Context: an optimization exercise on an open-source flow, tuned for a short achievable clock period and few clock cycles per item. The choices shown serve that exercise and are no tape-out recipe.
Only simulation tests tie the RTL to the original design; equivalence was not proved.
No activity file was given, so power comes from the tool's default toggle rates.

==> flow/design.v <==
module most_rbc (
    input  wire        clk,
    input  wire        rst,
    input  wire        req_valid,
    input  wire        req_op,             
    input  wire [1:0]  req_half,           
    input  wire [31:0] req_frames,         
    input  wire [31:0] req_ring_frames,    
    input  wire [31:0] req_period_frames,  
    input  wire [7:0]  req_width,          
    input  wire        req_endian,         
    input  wire [15:0] req_channels,       
    output reg         rsp_valid,
    output reg         rsp_err,
    output reg         rsp_pe,
    output reg  [31:0] rsp_bufpos,
    output reg  [31:0] rsp_perpos,
    output wire [1:0]  ring_half,
    output wire        ring_rd_en,
    output wire [31:0] ring_rd_addr,
    input  wire [7:0]  ring_rd_data,
    output wire        ring_wr_en,
    output wire [31:0] ring_wr_addr,
    output wire [7:0]  ring_wr_data,
    output wire        unit_rd_en,
    output wire [31:0] unit_rd_addr,
    input  wire [7:0]  unit_rd_data,
    output wire        unit_wr_en,
    output wire [31:0] unit_wr_addr,
    output wire [7:0]  unit_wr_data
);
    reg        h_ok    [0:3];    
    reg [31:0] h_rf    [0:3];    
    reg [31:0] h_pf    [0:3];    
    reg [31:0] h_rfm2  [0:3];    
    reg [31:0] h_pfm2  [0:3];    
    reg        h_rf1   [0:3];    
    reg        h_pf1   [0:3];    
    reg [17:0] h_fbm1  [0:3];    
    reg        h_fb1   [0:3];    
    reg [1:0]  h_glast [0:3];    
    reg [31:0] h_bp    [0:3];    
    reg [31:0] h_pp    [0:3];    
    reg [31:0] h_bpb   [0:3];    
    reg        h_bpl   [0:3];    
    reg        h_ppl   [0:3];    
    reg        busy;
    reg        q_valid;
    reg        q_op;
    reg [1:0]  q_half;
    reg [31:0] q_n;
    reg [31:0] q_rf;
    reg [31:0] q_pf;
    reg [7:0]  q_width;
    reg        q_endian;
    reg [15:0] q_ch;
    reg        p_valid;
    reg [1:0]  p_half;
    reg        p_ok;
    reg [1:0]  p_glast;
    reg [17:0] p_fb;
    reg [31:0] p_rf, p_pf, p_rfm2, p_pfm2;
    reg        p_rf1, p_pf1;
    reg        active;       
    reg        dir_tx;
    reg [1:0]  c_half;
    reg [31:0] ra;           
    reg [31:0] ua;           
    reg [17:0] bcnt;         
    reg        frame_last;   
    reg [31:0] bp;           
    reg        bp_last;      
    reg [31:0] pp;           
    reg        pp_last;      
    reg        pe_acc;       
    reg [31:0] fl;           
    reg        fl_last;      
    reg [1:0]  k;            
    reg [2:0]  off;          
    reg [31:0] c_rfm2, c_pfm2;
    reg        c_rf1, c_pf1;
    reg [17:0] c_fbm1;
    reg        c_fb1;
    reg [1:0]  c_glast;
    reg        s1_valid, s1_last;
    reg [31:0] s1_addr;
    reg        s2_last;
    reg        ring_rd_en_q, unit_rd_en_q;
    reg        ring_wr_en_q, unit_wr_en_q;
    reg [31:0] wa;
    reg [7:0]  ring_data_q, unit_data_q;
    assign ring_half    = c_half;
    assign ring_rd_en   = ring_rd_en_q;
    assign ring_rd_addr = ra;
    assign unit_rd_en   = unit_rd_en_q;
    assign unit_rd_addr = ua;
    assign ring_wr_en   = ring_wr_en_q;
    assign ring_wr_addr = wa;
    assign ring_wr_data = unit_data_q;
    assign unit_wr_en   = unit_wr_en_q;
    assign unit_wr_addr = wa;
    assign unit_wr_data = ring_data_q;
    reg        prep_ok;
    reg [1:0]  prep_glast;
    reg [17:0] prep_fb;
    always @(*) begin
        prep_ok    = 1'b1;
        prep_glast = 2'd0;
        prep_fb    = {2'd0, q_ch};
        case (q_width)
            8'd8:  begin prep_glast = 2'd0; prep_fb = {2'd0, q_ch}; end
            8'd16: begin prep_glast = 2'd1; prep_fb = {1'b0, q_ch, 1'b0}; end
            8'd24: begin prep_glast = 2'd2; prep_fb = {1'b0, q_ch, 1'b0} + {2'd0, q_ch}; end
            8'd32: begin prep_glast = 2'd3; prep_fb = {q_ch, 2'b00}; end
            default: prep_ok = 1'b0;
        endcase
        if (q_endian)
            prep_glast = 2'd0;
        if (q_ch == 16'd0 || q_rf == 32'd0 || q_pf == 32'd0)
            prep_ok = 1'b0;
    end
    wire [3:0] gt_rf, gt_pf;
    genvar gi;
    generate
        for (gi = 0; gi < 4; gi = gi + 1) begin : g_cmp
            assign gt_rf[gi] = q_n > h_rf[gi];
            assign gt_pf[gi] = q_n > h_pf[gi];
        end
    endgenerate
    wire copy_refused = !h_ok[q_half] || gt_rf[q_half] || gt_pf[q_half];
    wire copy_zero    = q_n == 32'd0;
    wire byte_last = frame_last && fl_last;
    integer i;
    always @(posedge clk) begin
        if (rst) begin
            busy         <= 1'b0;
            q_valid      <= 1'b0;
            p_valid      <= 1'b0;
            active       <= 1'b0;
            s1_valid     <= 1'b0;
            s1_last      <= 1'b0;
            s2_last      <= 1'b0;
            ring_rd_en_q <= 1'b0;
            unit_rd_en_q <= 1'b0;
            ring_wr_en_q <= 1'b0;
            unit_wr_en_q <= 1'b0;
            rsp_valid    <= 1'b0;
            for (i = 0; i < 4; i = i + 1) begin
                h_ok[i] <= 1'b0;
                h_bp[i] <= 32'd0;
                h_pp[i] <= 32'd0;
            end
        end else begin
            rsp_valid <= 1'b0;
            q_valid   <= req_valid && !busy;
            if (req_valid && !busy)
                busy <= 1'b1;
            p_valid <= q_valid && !q_op;
            if (q_valid && q_op) begin
                if (copy_refused || copy_zero) begin
                    rsp_valid <= 1'b1;
                    busy      <= 1'b0;
                end else begin
                    active       <= 1'b1;
                    ring_rd_en_q <= q_half[0];
                    unit_rd_en_q <= !q_half[0];
                end
            end
            if (p_valid) begin
                h_ok[p_half]    <= p_ok;
                h_bp[p_half]    <= 32'd0;
                h_pp[p_half]    <= 32'd0;
                rsp_valid       <= 1'b1;
                busy            <= 1'b0;
            end
            if (active && byte_last) begin
                active       <= 1'b0;
                ring_rd_en_q <= 1'b0;
                unit_rd_en_q <= 1'b0;
            end
            s1_valid     <= active;
            s1_last      <= active && byte_last;
            ring_wr_en_q <= s1_valid && !dir_tx;
            unit_wr_en_q <= s1_valid && dir_tx;
            s2_last      <= s1_last;
            if (s1_last) begin
                h_bp[c_half] <= bp;
                h_pp[c_half] <= pp;
            end
            if (s2_last) begin
                rsp_valid <= 1'b1;
                busy      <= 1'b0;
            end
        end
    end
    always @(posedge clk) begin
        q_op     <= req_op;
        q_half   <= req_half;
        q_n      <= req_frames;
        q_rf     <= req_ring_frames;
        q_pf     <= req_period_frames;
        q_width  <= req_width;
        q_endian <= req_endian;
        q_ch     <= req_channels;
        p_half  <= q_half;
        p_ok    <= prep_ok;
        p_glast <= prep_glast;
        p_fb    <= prep_fb;
        p_rf    <= q_rf;
        p_pf    <= q_pf;
        p_rfm2  <= q_rf - 32'd2;
        p_pfm2  <= q_pf - 32'd2;
        p_rf1   <= q_rf == 32'd1;
        p_pf1   <= q_pf == 32'd1;
        if (p_valid) begin
            h_rf[p_half]    <= p_rf;
            h_pf[p_half]    <= p_pf;
            h_rfm2[p_half]  <= p_rfm2;
            h_pfm2[p_half]  <= p_pfm2;
            h_rf1[p_half]   <= p_rf1;
            h_pf1[p_half]   <= p_pf1;
            h_fbm1[p_half]  <= p_fb - 18'd1;
            h_fb1[p_half]   <= p_fb == 18'd1;
            h_glast[p_half] <= p_glast;
            h_bpb[p_half]   <= 32'd0;
            h_bpl[p_half]   <= p_rf1;
            h_ppl[p_half]   <= p_pf1;
        end
        if (s1_last) begin
            h_bpb[c_half] <= ra;
            h_bpl[c_half] <= bp_last;
            h_ppl[c_half] <= pp_last;
        end
        if (q_valid && q_op) begin
            rsp_err    <= copy_refused;
            rsp_pe     <= 1'b0;
            rsp_bufpos <= h_bp[q_half];
            rsp_perpos <= h_pp[q_half];
        end
        if (p_valid) begin
            rsp_err    <= !p_ok;
            rsp_pe     <= 1'b0;
            rsp_bufpos <= 32'd0;
            rsp_perpos <= 32'd0;
        end
        if (s2_last) begin
            rsp_err    <= 1'b0;
            rsp_pe     <= pe_acc;
            rsp_bufpos <= bp;
            rsp_perpos <= pp;
        end
        if (q_valid) begin
            dir_tx     <= q_half[0];
            c_half     <= q_half;
            ra         <= h_bpb[q_half];
            ua         <= 32'd0;
            bcnt       <= h_fbm1[q_half];
            frame_last <= h_fb1[q_half];
            bp         <= h_bp[q_half];
            bp_last    <= h_bpl[q_half];
            pp         <= h_pp[q_half];
            pp_last    <= h_ppl[q_half];
            pe_acc     <= 1'b0;
            fl         <= q_n;
            fl_last    <= q_n == 32'd1;
            k          <= 2'd0;
            off        <= {1'b0, h_glast[q_half]};
            c_rfm2     <= h_rfm2[q_half];
            c_pfm2     <= h_pfm2[q_half];
            c_rf1      <= h_rf1[q_half];
            c_pf1      <= h_pf1[q_half];
            c_fbm1     <= h_fbm1[q_half];
            c_fb1      <= h_fb1[q_half];
            c_glast    <= h_glast[q_half];
        end else if (active) begin
            ua <= ua + 32'd1;
            ra <= (frame_last && bp_last) ? 32'd0 : ra + 32'd1;
            if (k == c_glast) begin
                k   <= 2'd0;
                off <= {1'b0, c_glast};
            end else begin
                k   <= k + 2'd1;
                off <= off - 3'd2;
            end
            if (frame_last) begin
                bcnt       <= c_fbm1;
                frame_last <= c_fb1;
                bp         <= bp_last ? 32'd0 : bp + 32'd1;
                bp_last    <= bp_last ? c_rf1 : (bp == c_rfm2);
                pp         <= pp_last ? 32'd0 : pp + 32'd1;
                pp_last    <= pp_last ? c_pf1 : (pp == c_pfm2);
                if (pp_last)
                    pe_acc <= 1'b1;
                fl         <= fl - 32'd1;
                fl_last    <= fl == 32'd2;
            end else begin
                bcnt       <= bcnt - 18'd1;
                frame_last <= bcnt == 18'd1;
            end
        end
        s1_addr     <= (dir_tx ? ua : ra) + {{29{off[2]}}, off};
        wa          <= s1_addr;
        ring_data_q <= ring_rd_data;
        unit_data_q <= unit_rd_data;
    end
endmodule
==> flow/run.sh <==
#!/bin/bash
# synth_recipe.tcl (not shown) runs the flow's synth.tcl, then flattens the netlist and writes it again
# the make line also repeats each setting of config.mk as NAME=value (left out here)
make -C /OpenROAD-flow-scripts/flow DESIGN_CONFIG=/design/flow/config.mk WORK_HOME=/design/flow/orfs CLKGATE_MAP_FILE= SYNTH_SCRIPT=/design/flow/synth_recipe.tcl finish
==> flow/config.mk <==
export PLATFORM = sky130hd
export DESIGN_NAME = most_rbc
export DESIGN_NICKNAME = most_rbc
export VERILOG_FILES = /design/flow/design.v
export SDC_FILE = /design/flow/constraint.sdc
export NUM_CORES = 4
export LEC_CHECK = 0
export CAP_MARGIN = 20
export CORE_MARGIN = 2
export CORE_UTILIZATION = 40
export SLEW_MARGIN = 20
==> flow/constraint.sdc <==
create_clock -name core_clock -period 10.0 [get_ports {clk}]
set_input_delay 2.0000 -clock core_clock [delete_from_list [all_inputs] [get_ports {clk}]]
set_output_delay 2.0000 -clock core_clock [all_outputs]
set_load 0.01 [all_outputs]
==> results.txt <==
[state kept, by name, summed over array words and instances (netlist names), 72 cells and up]
name,count
h_pf,128
h_bp,128
h_pp,128
h_fbm1,72
h_bpb,128
h_rf,126
h_pfm2,124
h_rfm2,126
[layer usage]
metal / vias up / part of all wire / track usage
met4: 4 / 0.030 / 0.0641
met2: 1004 / 0.47 / 0.306
met5: - / 0.00015 / 0
li1: 19600 / - / -
met3: 261 / 0.045 / 0.0267
met1: 20900 / 0.45 / 0.262
[layout make-up]
class	count	area, um^2
Antenna cell	1	2.50
Clock buffer	260	5200
Clock inverter	84	843
Fill cell	15800	95900
Inverter	325	1220
Multi-Input combinational cell	2874	23100
Sequential cell	1702	47100
Tap cell	2370	2970
Timing Repair Buffer	418	4070
[placed cells by master, fill, tap and decap left out, types with 54 or more instances in the layout]
cell and count:
ha_1 323, nand4_1 78, nor4_1 55, and2_1 376, xor2_1 182, nor3_1 72
dfxtp_1 400, a21oi_1 123, a22o_1 64, edfxtp_1 1298, clkbuf_16 190, nor2_1 193
nand3_1 88, inv_1 324, xnor2_1 150, mux4_2 185, a21o_1 66, buf_4 54
clkdlybuf4s50_1 359, o21ai_0 224, nand2_1 283
[worst paths after layout]
| check | startpoint | endpoint | slack (ns) | depth (start not counted) |
|---|---|---|---|---|
| worst min register to register | s1_addr[7]$_DFF_P_ | wa[7]$_DFF_P_ | 0.31 | 0 |
| worst max-delay path | c_half[0]$_DFFE_PP_ | ring_half[0] | 5.48 | 3 |
| worst max register to register | q_n[1]$_DFF_P_ | busy$_SDFF_PP0_ | 5.83 | 10 |
| worst min-delay path | s1_addr[7]$_DFF_P_ | wa[7]$_DFF_P_ | 0.31 | 0 |
[kinds of logic (layout without fill, tap and decap cells)]
group | count (synthesis) | count (layout) | share of synthesized area
buf+inv | 587 | 1087 | 0.0323
simple gates | 1342 | 1342 | 0.0990
mux | 235 | 235 | 0.0652
other cells | 0 | 1 | 0
flops | 1702 | 1702 | 0.650
xor+xnor | 332 | 332 | 0.0402
compound gates | 640 | 640 | 0.0567
fa+ha+maj | 325 | 325 | 0.0564
[worst max-delay path, delay by kind of cell (launching register included)]
| kind | cells | cell delay, ns |
|---|---|---|
| flops | 1 | 0.32 |
| buf+inv | 3 | 1.37 |
[where the power goes]
group	total (W)	leakage [nW]	internal [W]	switching, W
Combinational	0.000899	12.7	0.000426	0.000472
Sequential	0.00808	15.5	0.00784	0.000240
Clock	0.00674	2.92	0.00390	0.00284
[metrics by stage]
step | utilization | setup WS (ns) | hold slack, ns | instance area, um^2 | total power (W)
2_1_floorplan | - | 0.858 | 0.310 | 72400 | 0.00869
3_3_place_gp | 0.435 | 4.82 | 0.314 | 78400 | 0.00912
3_5_place_dp | 0.435 | 4.88 | 0.312 | 78400 | 0.00914
4_1_cts | 0.468 | 5.35 | 0.308 | 84400 | 0.0159
5_1_grt | 0.468 | 5.34 | 0.313 | 84400 | 0.0163
6_report | 0.468 | 5.48 | 0.308 | 84400 | 0.0157
==> results.txt <==
die footprint 184000 um^2; CTS Buffer Depth 3; Setup Viol. Count Final 0; grt total ovfl 0; maxcap violations 0; ys async rst share 0; Clock Pin Slew Worst Setup and Hold Paths 0.06 ns; top-count cell post-synth edfxtp_1; CTS H-tree depth 4; Slew @ Worst Pin 1.10 ns; Hold Vio Cnt, Final 0; critical path's largest stage delay 0.59 ns; Worst EP required 8.00 ns; fin nets 5972; share of cells above drive strength 1 0.107; drt drc 0; IO Pins 360; Hold Crit Class flip-flop to flip-flop; syn_nets 5631; die width between 400 and 500 um; Yosys top cell area share 0.539; total core area 180000 um^2; Crit Path Max Fanout 34; peak supply drop 0.000173 V; Seq cells post-synth 1702; sequential fraction of the synthesis area 0.650; vias per std cell between 5 and 6; initial antenna violation count 9; syn avg cell area 14.0 um^2; fin cells 8034; critical path type flip-flop to output port; CP cell instances buf_4 > buf_4 > clkdlybuf4s50_1; Num Clock Sinks 1702; largest net degree at the start of global routing 102; Starting Density 0.401; post-CTS setup buffers 0; CTS tree yes; GPL Wtd Cong 0.830; Post-synth EDFFs roughly 1300; Ys Warns 1; # resized after CTS 0; status no timing/DRC/antenna violations; vias in the first global route 42000; Area Growth Syn to Fin 16.7%; CP startpoint kind flip-flop; Worst-Skew Late Latency 0.82 ns; Post-synth top cells 1298 x edfxtp_1, 404 x dfxtp_1, 376 x and2_1; post-route ant nets 0; First-pass DRT Iterations 7; Die H ~430 um; Fmax 0.221 GHz; Root Driver clkbuf_16; top_reg_cell synth edfxtp_1; CP Capture Type output port; Vias around 42000; Max-Slew Margin vs Limit 0.270; Worst Clk Skew 0.0374 ns; wire per inst roughly 22 um; critical path data arrival time 2.52 ns; TritonCTS Buffers roughly 180; largest area contributor in the synthesized netlist edfxtp_1; static leakage 31.0 nW; placed cell count ~7700; port bufs 359; synth top area cells edfxtp_1 54%, dfxtp_1 11%, mux4_2 5.8%; num rows 156; CP max stage cell clkdlybuf4s50_1; drt total wl 176000 um; Cell Area, Synth a little over 70000 um^2; global-route wire length before repair 265000 um; All-Layer GR Usage 0.189; Pwr Density 186 nW/um^2; dpl hpwl 117000 um; CP dominant cell by count buf_4; 1st-iter DRT viols approximately 3200; final period utilization 0.452; Mapped Cells 5163; RSZ-0062 raised after global routing false; fin. max-slew vios 0; Cell variety after synth 80; final worst path period need 4.52 ns; hold buffer count at CTS 0; Final TNS setup 0 ns
Testbench counts, summed over its fixed seeds: cycles 1,583,080, bytes 1,567,162.

==> re-timing with driven ports <==
In the flow no input, the clock included, has a driving cell. The finished layout below was timed again as built, in two steps. Step 1: set_driving_cell puts a clkbuf_16 on clk and a buf_2 on each other input, an assumption about the parent block. Step 2, shift: input delay + t, output delay - t, t = (earliest + latest rising clock arrival at the registers) / 2. This alone moves slack from input paths to output paths. a / b / c = ideal ports / drivers / drivers and shift; a / b = the first two.
t, ns: 0.882
slack for setup (ns): 5.480 / 5.400 / 4.878
hold slack, ns: 0.308 / 0.308 / 0.308
slew at the worst register clock pin (ns): 0.06 / 0.06
After both steps setup and hold are still met in this run. For this run, drivers alone change the setup slack by -0.080 ns; drivers and shift together by -0.602 ns.
